What follows belongs to an exercise in optimizing a design on an open flow for small area and a short achievable clock period; a production flow would make more cautious choices.
At most, simulation tests tie the RTL to the original design; equivalence was not proved.
Function not checked in run 2: the RTL went through the layout flow alone.

## flow/run.sh

```bash
#!/bin/bash
# synth_recipe.tcl (not shown) runs the flow's synth.tcl, then flattens the netlist and writes it again
# the make line also repeats each setting of config.mk as NAME=value (left out here)
make -C /OpenROAD-flow-scripts/flow DESIGN_CONFIG=/design/flow/config.mk WORK_HOME=/design/flow/orfs CLKGATE_MAP_FILE= SYNTH_SCRIPT=/design/flow/synth_recipe.tcl finish
```

## flow/config.mk

```make
export PLATFORM = sky130hd
export DESIGN_NAME = rqp_cellq
export DESIGN_NICKNAME = rqp_cellq
export VERILOG_FILES = /design/flow/design.v
export SDC_FILE = /design/flow/constraint.sdc
export NUM_CORES = 4
export LEC_CHECK = 0
export ABC_AREA = 1
export CAP_MARGIN = 20
export CORE_MARGIN = 2
export CORE_UTILIZATION = 40
export SLEW_MARGIN = 20
```

## flow/constraint.sdc

```tcl
create_clock -name core_clock -period 16.0 [get_ports {clk}]
set_input_delay 3.2000 -clock core_clock [delete_from_list [all_inputs] [get_ports {clk}]]
set_output_delay 3.2000 -clock core_clock [all_outputs]
set_load 0.01 [all_outputs]
```

## flow/design.v

```verilog
module rqp_rq_lane (
    input  wire [7:0] s,
    input  wire [3:0] bits,    
    input  wire [7:0] off,     
    output wire [7:0] r
);
    wire [2:0]  sh   = bits[2:0];
    wire [15:0] dbl  = {s, s} << sh;
    wire [7:0]  rot  = dbl[15:8];
    wire [7:0]  mask = ~(8'hFF << bits);
    wire [9:0]  d    = {2'b00, rot} + {2'b00, off} - {2'b00, s};
    wire        neg  = d[9];
    wire        big  = !d[9] && (d[8:0] >= 9'd255);
    wire [7:0]  adj  = rot + {{7{neg}}, neg | big};
    assign r = adj & mask;
endmodule
module rqp_sprng (
    input  wire        clk,
    input  wire        rst,
    input  wire        load,       
    input  wire [7:0]  seed,
    input  wire        step,       
    output wire [63:0] draws       
);
    function [7:0] t753(input [7:0] x);
        reg [7:0] y;
        begin
            y = x ^ (x << 7);
            y = y ^ (y >> 5);
            y = y ^ (y << 3);
            t753 = y;
        end
    endfunction
    reg  [7:0] ps;
    wire [7:0] chain [0:8];
    assign chain[0] = ps;
    genvar g;
    generate
        for (g = 0; g < 8; g = g + 1) begin : step_chain
            assign chain[g+1] = t753(chain[g]);
            assign draws[8*g +: 8] = chain[g];
        end
    endgenerate
    always @(posedge clk) begin
        if (rst)
            ps <= 8'd128;
        else if (load)
            ps <= seed;
        else if (step)
            ps <= chain[8];
    end
endmodule
module rqp_cellq (
    input  wire         clk,
    input  wire         rst,         
    input  wire         seed_load,   
    input  wire [7:0]   seed,        
    input  wire         in_valid,
    input  wire [63:0]  in_cell,     
    input  wire [3:0]   in_bits,     
    input  wire         in_prob,     
    input  wire [31:0]  in_mult,
    output reg          out_valid,
    output reg  [63:0]  out_cell,    
    output reg  [127:0] out_r1u      
);
    reg         r_valid;
    reg [63:0]  r_cell;
    reg [3:0]   r_bits;
    reg         r_prob;
    reg [31:0]  r_mult;
    reg         r_seed_load;
    reg [7:0]   r_seed;
    always @(posedge clk) begin
        if (rst) begin
            r_valid     <= 1'b0;
            r_seed_load <= 1'b0;
        end else begin
            r_valid     <= in_valid;
            r_seed_load <= seed_load;
        end
        r_cell <= in_cell;
        r_bits <= in_bits;
        r_prob <= in_prob;
        r_mult <= in_mult;
        r_seed <= seed;
    end
    wire        draw = r_valid && r_prob && (r_bits != 4'd8);
    wire [63:0] draws;
    rqp_sprng u_prng (
        .clk   (clk),
        .rst   (rst),
        .load  (r_seed_load),
        .seed  (r_seed),
        .step  (draw),
        .draws (draws)
    );
    wire [63:0] q;
    genvar g;
    generate
        for (g = 0; g < 8; g = g + 1) begin : lane
            wire [7:0] off = r_prob ? draws[8*g +: 8] - 8'd1 : 8'd127;
            rqp_rq_lane u_lane (
                .s    (r_cell[8*g +: 8]),
                .bits (r_bits),
                .off  (off),
                .r    (q[8*g +: 8])
            );
        end
    endgenerate
    reg         m_valid;
    reg [63:0]  m_q;
    reg [31:0]  m_mult;
    reg [31:0]  m_mult3;
    always @(posedge clk) begin
        if (rst)
            m_valid <= 1'b0;
        else
            m_valid <= r_valid;
        m_q     <= q;
        m_mult  <= r_mult;
        m_mult3 <= r_mult + {r_mult[30:0], 1'b0};
    end
    wire [31:0] m1 = m_mult;
    wire [31:0] m2 = {m_mult[30:0], 1'b0};
    wire [31:0] m3 = m_mult3;
    wire [127:0] r1u;
    generate
        for (g = 0; g < 4; g = g + 1) begin : term
            wire [8:0] cs = {1'b0, m_q[16*g +: 8]} + {1'b0, m_q[16*g+8 +: 8]};
            wire [31:0] pp0 = (cs[1:0] == 2'd1 ? m1 : 32'd0) | (cs[1:0] == 2'd2 ? m2 : 32'd0) | (cs[1:0] == 2'd3 ? m3 : 32'd0);
            wire [31:0] pp1 = (cs[3:2] == 2'd1 ? m1 : 32'd0) | (cs[3:2] == 2'd2 ? m2 : 32'd0) | (cs[3:2] == 2'd3 ? m3 : 32'd0);
            wire [31:0] pp2 = (cs[5:4] == 2'd1 ? m1 : 32'd0) | (cs[5:4] == 2'd2 ? m2 : 32'd0) | (cs[5:4] == 2'd3 ? m3 : 32'd0);
            wire [31:0] pp3 = (cs[7:6] == 2'd1 ? m1 : 32'd0) | (cs[7:6] == 2'd2 ? m2 : 32'd0) | (cs[7:6] == 2'd3 ? m3 : 32'd0);
            wire [31:0] pp4 = cs[8] ? m1 : 32'd0;
            assign r1u[32*g +: 32] = pp0 + {pp1[29:0], 2'b0} + {pp2[27:0], 4'b0}
                                   + {pp3[25:0], 6'b0} + {pp4[23:0], 8'b0};
        end
    endgenerate
    always @(posedge clk) begin
        if (rst)
            out_valid <= 1'b0;
        else
            out_valid <= m_valid;
        out_cell <= m_q;
        out_r1u  <= r1u;
    end
endmodule
```

==> impl_metrics.toml, run 1 <==
[worst_setup_path]
cpMostUsedCell = "nand2_1"
crit_path_start = "m_q[34]"
required_ns = 16.57
critPathMaxStageDelay_ns = 0.72
reg2reg_to = "out_r1u[93]"
cpMaxStageDelayCell = "clkinv_1"
cp-start-kind = "flip-flop"
cp_max_fo = 27
arrival_ns = 8.22
cp-end-kind = "flip-flop"
worstRegToRegCells = 30
worstReg2RegStart = "m_q[34]"
criticalPathCategory = "flip-flop to flip-flop"
cp-endpoint = "out_r1u[93]"
rrSetupSlack_ns = 8.35

[cts]
cts_resized = 0
cts_sinks = 440
cts_htree_levels = 2
ctsLongestPathBuffers = 3
clock_latency_ns = 0.68
cts_tree = "yes"
clk_pin_slew_worst_paths_ns = 0.07
postCtsHoldBufs = 0
numCtsBuffers = 52
root_buffer = "clkbuf_16"
postCtsSetupBuffers = 0

[route]
avgViaCountPerCell = 5.74
routed_wl_mm = 154
drc = 0
avgRoutedWirePerCell_um = 22.0
drt_iter0_markers = 3958
vias = 40100
drtPass1Iterations = 6
postRouteAntennaNets = 0

[floorplanning]
fp.dieW_um = 328
initial_utilization = 0.402
dieArea_um2 = 108000
die_h_um = 328
io_pins = 306
rows = 119
core-area_um2 = 105000

[sta]
setup_viol = 0
setup_tns_ns = 0
max_freq_mhz = 131
finalCritPeriodShare = 0.478
hold_viol = 0
rsz0062_at_grt = "false"
drv_slew = 0
worst_slew_pin_slew_ns = 1.13
fin_crit_ns = 7.65
relSlewSlack = 0.247
skew_ns = 0.0327

[global_route]
grt_pass1_vias = 38700
grt_max_degree = 70
gr-usage-met3 = 0.0583
antenna_found_initial = 5
use_met1 = 0.357
grt_overflow = 0
grt_usage = 0.279
grt_pass1_wl_mm = 233
grt.busiest_layer = "met2"
grtUsageMet2 = 0.454

[worst_hold_path]
hold_class = "flip-flop to flip-flop"

[place]
gp_congestion = 0.949
port_buffers = 305
dp_hpwl_mm = 117

[cells_and_area]
drive_gt1_frac = 0.0504
area_growth_pct = 14.8
utilization = 0.461
finalNetCount = 6392

[outcome]
status = "timing/DRC/antenna clean"

[synthesis]
ys_types = 53
ys_ff_latch = 440
ys_warn_count = 2
netlist_instances = 5408
syn_avg_cell_area_um2 = 7.78
seq_area_frac_synth = 0.209
synth.cell_area_um2 = 42100
syn_nets = 6248

[run]
max_cap_viol_count = 0
-- flip-flops by register name, summed over array words and instances (netlist names), 4 cells and up --
register and cells:
out_cell 64, m_mult 31, r_cell 64, out_r1u 128, m_mult3 32, r_seed 8, u_prng.ps 8, r_bits 4
m_q 64, r_mult 32
-- worst max-delay path, delay by kind of cell, from the launching register on --
kind                     cells  cell delay, ns
AO/OA/AOI/OAI               12            3.13
adder cells (fa/ha/maj)      5            2.11
buffers and inverters        1            0.72
XOR/XNOR                     1            0.14
AND/OR/NAND/NOR             11            1.08
flip-flops                   1            0.33
-- synth_stat cells, drive strengths merged --
master | instances | share of area
o21bai | 24 | 0.0043
nand4 | 18 | 0.0027
ha | 394 | 0.12
a21boi | 10 | 0.0018
nor4 | 13 | 0.0019
nand3 | 158 | 0.020
inv | 619 | 0.055
o211ai | 9 | 0.0016
buf | 32 | 0.0031
and2 | 3 | 0.00045
dfxtp | 440 | 0.21
a221oi | 5 | 0.0010
o2111ai | 4 | 0.00083
mux2i | 32 | 0.0076
fa | 333 | 0.16
nor2 | 407 | 0.036
a211o | 2 | 0.00042
o31ai | 11 | 0.0020
clkinv | 8 | 0.00071
or2 | 13 | 0.0019
o21ai | 322 | 0.038
a2111oi | 3 | 0.00062
o221ai | 429 | 0.089
o211a | 1 | 0.00024
xnor3 | 1 | 0.00053
a211oi | 11 | 0.0020
a31oi | 18 | 0.0027
o21a | 10 | 0.0018
clkbuf | 277 | 0.025
nand2 | 1111 | 0.10
xnor2 | 79 | 0.017
a21oi | 338 | 0.040
nand3b | 6 | 0.0011
o22ai | 11 | 0.0016
a21o | 7 | 0.0012
xor2 | 198 | 0.044
nor3 | 50 | 0.0059
and3 | 1 | 0.00015
-- cell type report --
class | count | area (µm²)
tap | 1391 | 1740
multi-input combinational | 4032 | 29800
timing repair buffer | 399 | 3770
clock inverter | 32 | 440
fill | 10400 | 56500
antenna | 1 | 2.50
inverter | 627 | 2360
sequential | 440 | 8810
clock buffer | 64 | 1430
-- cell usage in the layout, fill, tap and decap left out, types with 8 or more instances in the layout --
cell	n
nor2_1	399
a21boi_0	10
clkinv_1	9
o22ai_1	11
mux2i_1	32
a211oi_1	11
o21bai_1	24
nor2_2	8
o221ai_1	429
nand4_1	18
o21ai_0	319
a31oi_1	18
inv_1	597
a21oi_1	336
clkbuf_16	52
fa_1	333
o31ai_1	11
o211ai_1	9
nand2_1	1078
dfxtp_1	437
inv_2	20
or2_2	13
clkbuf_8	8
nand2_4	12
xor2_1	191
nor4_1	13
o21a_1	10
clkdlybuf4s50_1	305
nand2_2	20
nor3_1	50
nand3_1	151
ha_1	394
xnor2_1	77
buf_4	93
-- worst min path at each step --
stage / cells after the start / slack, ns / end / startpoint
floorplan: 0 / 0.33 / out_cell[10] / m_q[10]
global placement: 0 / 0.34 / out_cell[8] / m_q[8]
detailed placement: 0 / 0.34 / out_cell[2] / m_q[2]
CTS: 0 / 0.35 / out_cell[58] / m_q[58]
global route: 0 / 0.36 / out_cell[58] / m_q[58]
finish: 0 / 0.35 / out_cell[58] / m_q[58]
-- routing by layer --
layer | share of wire | vias to the layer above | routed length (µm)
met5 | 0.00013 | - | 20
met4 | 0.050 | 2 | 7730
met3 | 0.092 | 453 | 14100
met2 | 0.45 | 2120 | 69300
met1 | 0.41 | 18900 | 62500
li1 | - | 18600 | -
-- metrics by stage --
step / instance area [µm²] / hold WS, ns / instances / setup slack [ns]
after floorplan: 42100 / 0.334 / 5408 / 9.72
after global placement: 46400 / 0.336 / 6888 / 8.53
after detailed placement: 46400 / 0.343 / 6888 / 8.52
after CTS: 48300 / 0.348 / 6984 / 8.50
after global routing: 48300 / 0.358 / 6985 / 7.87
final: 48300 / 0.352 / 6986 / 8.35
-- logic make-up after synthesis --
logic type,synth area share
fa+ha+maj,0.275
compound gates,0.190
xor+xnor,0.0611
mux,0.00761
flops,0.209
simple gates,0.173
buf+inv,0.0837
==> run 2: changes to the inputs <==
--- a/flow/design.v
+++ b/flow/design.v
@@ -1,18 +1,14 @@
 module rqp_rq_lane (
     input  wire [7:0] s,
-    input  wire [3:0] bits,    
-    input  wire [7:0] off,     
+    input  wire [3:0] bits,
+    input  wire [7:0] c,
     output wire [7:0] r
 );
-    wire [2:0]  sh   = bits[2:0];
-    wire [15:0] dbl  = {s, s} << sh;
-    wire [7:0]  rot  = dbl[15:8];
-    wire [7:0]  mask = ~(8'hFF << bits);
-    wire [9:0]  d    = {2'b00, rot} + {2'b00, off} - {2'b00, s};
-    wire        neg  = d[9];
-    wire        big  = !d[9] && (d[8:0] >= 9'd255);
-    wire [7:0]  adj  = rot + {{7{neg}}, neg | big};
-    assign r = adj & mask;
+    wire [7:0]  m      = (8'd1 << bits) - 8'd1;
+    wire [15:0] x      = s * m + {8'd0, c};
+    wire [15:0] xm1    = x - 16'd1;
+    wire [15:0] q      = (x + {8'd0, xm1[15:8]}) >> 8;
+    assign r = (bits == 4'd8) ? s : q[7:0];
 endmodule
 module rqp_sprng (
     input  wire        clk,
@@ -99,50 +95,30 @@
     genvar g;
     generate
         for (g = 0; g < 8; g = g + 1) begin : lane
-            wire [7:0] off = r_prob ? draws[8*g +: 8] - 8'd1 : 8'd127;
+            wire [7:0] c = r_prob ? draws[8*g +: 8] : 8'd128;
             rqp_rq_lane u_lane (
                 .s    (r_cell[8*g +: 8]),
                 .bits (r_bits),
-                .off  (off),
+                .c    (c),
                 .r    (q[8*g +: 8])
             );
         end
     endgenerate
-    reg         m_valid;
-    reg [63:0]  m_q;
-    reg [31:0]  m_mult;
-    reg [31:0]  m_mult3;
-    always @(posedge clk) begin
-        if (rst)
-            m_valid <= 1'b0;
-        else
-            m_valid <= r_valid;
-        m_q     <= q;
-        m_mult  <= r_mult;
-        m_mult3 <= r_mult + {r_mult[30:0], 1'b0};
-    end
-    wire [31:0] m1 = m_mult;
-    wire [31:0] m2 = {m_mult[30:0], 1'b0};
-    wire [31:0] m3 = m_mult3;
     wire [127:0] r1u;
     generate
         for (g = 0; g < 4; g = g + 1) begin : term
-            wire [8:0] cs = {1'b0, m_q[16*g +: 8]} + {1'b0, m_q[16*g+8 +: 8]};
-            wire [31:0] pp0 = (cs[1:0] == 2'd1 ? m1 : 32'd0) | (cs[1:0] == 2'd2 ? m2 : 32'd0) | (cs[1:0] == 2'd3 ? m3 : 32'd0);
-            wire [31:0] pp1 = (cs[3:2] == 2'd1 ? m1 : 32'd0) | (cs[3:2] == 2'd2 ? m2 : 32'd0) | (cs[3:2] == 2'd3 ? m3 : 32'd0);
-            wire [31:0] pp2 = (cs[5:4] == 2'd1 ? m1 : 32'd0) | (cs[5:4] == 2'd2 ? m2 : 32'd0) | (cs[5:4] == 2'd3 ? m3 : 32'd0);
-            wire [31:0] pp3 = (cs[7:6] == 2'd1 ? m1 : 32'd0) | (cs[7:6] == 2'd2 ? m2 : 32'd0) | (cs[7:6] == 2'd3 ? m3 : 32'd0);
-            wire [31:0] pp4 = cs[8] ? m1 : 32'd0;
-            assign r1u[32*g +: 32] = pp0 + {pp1[29:0], 2'b0} + {pp2[27:0], 4'b0}
-                                   + {pp3[25:0], 6'b0} + {pp4[23:0], 8'b0};
+            wire [8:0] cs = {1'b0, q[16*g +: 8]} + {1'b0, q[16*g+8 +: 8]};
+            assign r1u[32*g +: 32] = r_mult * {23'd0, cs};
         end
     endgenerate
     always @(posedge clk) begin
         if (rst)
             out_valid <= 1'b0;
         else
-            out_valid <= m_valid;
-        out_cell <= m_q;
-        out_r1u  <= r1u;
+            out_valid <= r_valid;
+        if (r_valid) begin
+            out_cell <= q;
+            out_r1u  <= r1u;
+        end
     end
 endmodule
--- a/flow/config.mk
+++ b/flow/config.mk
@@ -5,7 +5,6 @@
 export SDC_FILE = /design/flow/constraint.sdc
 export NUM_CORES = 4
 export LEC_CHECK = 0
-export ABC_AREA = 1
 export CAP_MARGIN = 20
 export CORE_MARGIN = 2
 export CORE_UTILIZATION = 40
==> impl_metrics.toml, run 2 <==
[outcome]
status = "timing/DRC/antenna clean"

[floorplanning]
fp.dieW_um = 397
rows = 144
initial_utilization = 0.402
dieArea_um2 = 157000
io_pins = 306
die_h_um = 397
core-area_um2 = 154000

[global_route]
grt_max_degree = 78
grt_usage = 0.212
grt_pass1_vias = 48200
gr-usage-met3 = 0.0290
use_met1 = 0.288
antenna_found_initial = 8
grt_overflow = 0
grt.busiest_layer = "met2"
grt_pass1_wl_mm = 264
grtUsageMet2 = 0.355

[synthesis]
syn_avg_cell_area_um2 = 9.03
synth_common_cells = "inv_1 (1379), fa_1 (1072), nand2_1 (830), and2_1 (799), ha_1 (537)"
synth.cell_area_um2 = 61700
synth-edff-count = 192
seq_area_frac_synth = 0.132
netlist_instances = 6824
ys_ff_latch = 312
synth_area_leaders = "fa_1 (35%), ha_1 (11%), edfxtp_1 (9.4%)"
synth_ff_type = "edfxtp_1"
async_reset_ff_frac = 0
ys_types = 87
yosysTopAreaCellShare = 0.348
ys_warn_count = 2
yosys.cell_count.top_type = "inv_1"
synth_area_leader_cell = "fa_1"
syn_nets = 8546

[cells_and_area]
top_regs = "out_r1u: 128 flops, out_cell: 64 flops, r_cell: 64 flops"
area_growth_pct = 12.3
design_area_um2 = 69200
finalNetCount = 8727
final_common_cell = "inv_1"
drive_gt1_frac = 0.0450
layout_common_cells = "inv_1 (1379), fa_1 (1072), nand2_1 (829)"
top_register = "out_r1u"
largest_register_ffs = 128

[cts]
cts_sinks = 312
cts_htree_levels = 2
postCtsHoldBufs = 0
root_buffer = "clkbuf_16"
clock_latency_ns = 0.65
clk_pin_slew_worst_paths_ns = 0.06
cts_tree = "yes"
ctsLongestPathBuffers = 3
numCtsBuffers = 43

[sta]
relSlewSlack = 0.271
worst_slew_pin_slew_ns = 1.09
max_freq_mhz = 65.9
finalCritPeriodShare = 0.949
fin_crit_ns = 15.18
skew_ns = 0.0293
setup_viol = 0
hold_viol = 0
drv_slew = 0

[route]
avgViaCountPerCell = 5.02
routed_wl_mm = 162
avgRoutedWirePerCell_um = 17.8
drtPass1Iterations = 7
drc = 0
vias = 45600
postRouteAntennaNets = 0
drt_iter0_markers = 2450

[run]
max_cap_viol_count = 0

[place]
dp_hpwl_mm = 127
gp_congestion = 0.897
port_buffers = 305
place_area_um2 = 67400

[worst_hold_path]
hold_class = "flip-flop to flip-flop"
holdCritStartpoint = "r_seed[7]"
hold-path-cell-count = 1
hold_end = "u_prng.ps[7]"

[worst_setup_path]
cp-start-kind = "flip-flop"
required_ns = 16.40
cpMostUsedCell = "fa_1"
worstRegToRegCells = 55
cpMaxStageDelayCell = "fa_1"
rrSetupSlack_ns = 0.82
cp-end-kind = "flip-flop"
arrival_ns = 15.59
reg2reg_to = "out_r1u[89]"
worstReg2RegStart = "u_prng.ps[7]"
cp_max_fo = 17
criticalPathCategory = "flip-flop to flip-flop"
critPathMaxStageDelay_ns = 0.60
run 2: per-stage QoR:
| stage | instances | setup TNS, ns | utilization | setup slack, ns | hold WS, ns |
|---|---|---|---|---|---|
| finish | 9085 | 0 | 0.451 | 0.816 | 0.468 |
| floorplan | 6824 | 0 | - | 1.80 | 0.417 |
| global route | 9084 | -0.000705 | 0.451 | -0.000705 | 0.471 |
| CTS | 9079 | 0 | 0.449 | 0.00823 | 0.465 |
| global placement | 8999 | 0 | 0.439 | 0.206 | 0.450 |
| detailed placement | 8999 | 0 | 0.439 | 0.0165 | 0.450 |
run 2: layout make-up:
class | count | area [µm²]
timing repair buffer | 428 | 4060
multi-input combinational | 4841 | 47700
clock buffer | 53 | 1230
antenna | 1 | 2.50
inverter | 1379 | 5180
fill | 15100 | 84300
clock inverter | 27 | 315
sequential | 312 | 8190
tap | 2044 | 2560
run 2: worst max-delay path: cells and delay by family, from the launching register on:
kind            cells  cell delay [ns]
fa+ha+maj          12             5.34
compound gates     20             4.22
simple gates       10             2.58
xor+xnor            8             1.89
flops               1             0.57
buf+inv             5             0.32
run 2: layer usage:
layer  share of wire  vias to the layer above
met5        0.000080                        -
met4           0.028                        2
met3           0.058                      183
met2            0.47                     1157
met1            0.44                    23200
li1                -                    21100
run 2: worst max path at each step:
stage | slack (ns) | start | cells after the start | end
floorplan | 1.80 | r_bits[3] | 58 | out_r1u[95]
global placement | 0.21 | r_bits[2] | 58 | out_r1u[126]
detailed placement | 0.02 | r_bits[2] | 58 | out_r1u[126]
CTS | 0.008 | r_bits[2] | 57 | out_r1u[126]
global route | -0.0007 | u_prng.ps[7] | 57 | out_r1u[89]
finish | 0.82 | u_prng.ps[7] | 55 | out_r1u[89]
run 2: kinds of logic after synthesis:
logic type,share of synthesized area
flip-flops,0.132
AO/OA/AOI/OAI,0.0675
adder cells (fa/ha/maj),0.457
multiplexers,0.000365
AND/OR/NAND/NOR,0.178
XOR/XNOR,0.0627
buffers and inverters,0.102
run 2: what timing repair did:
item	in CTS	in global routing
buffers inserted	0	4
setup endpoints to repair	0	40
gates resized for setup	0	39

## re-timing with driven ports
The flow's constraints put no driver on any port. The routed layouts listed below were extracted and timed again, unchanged, in two steps. Step 1: set_driving_cell puts a clkbuf_16 on clk and a buf_2 on each other input, an assumption about the parent block. Step 2 moves the port delays by t, midway between the first and last clock arrival at a register: inputs arrive t later, outputs are due t later. That takes back most of the time a late clock gives input paths. Three values: no drivers, after step 1, after step 2; two values: the first two.
| run | shift t [ns] | setup WS [ns] | hold slack, ns |
|---|---|---|---|
| run 1 | 0.736 | 8.346 / 8.346 / 8.346 | 0.352 / 0.352 / 0.352 |
| run 2 | 0.712 | 0.816 / 0.816 / 0.816 | 0.468 / 0.468 / 0.468 |
After both steps setup and hold are still met in every run listed.
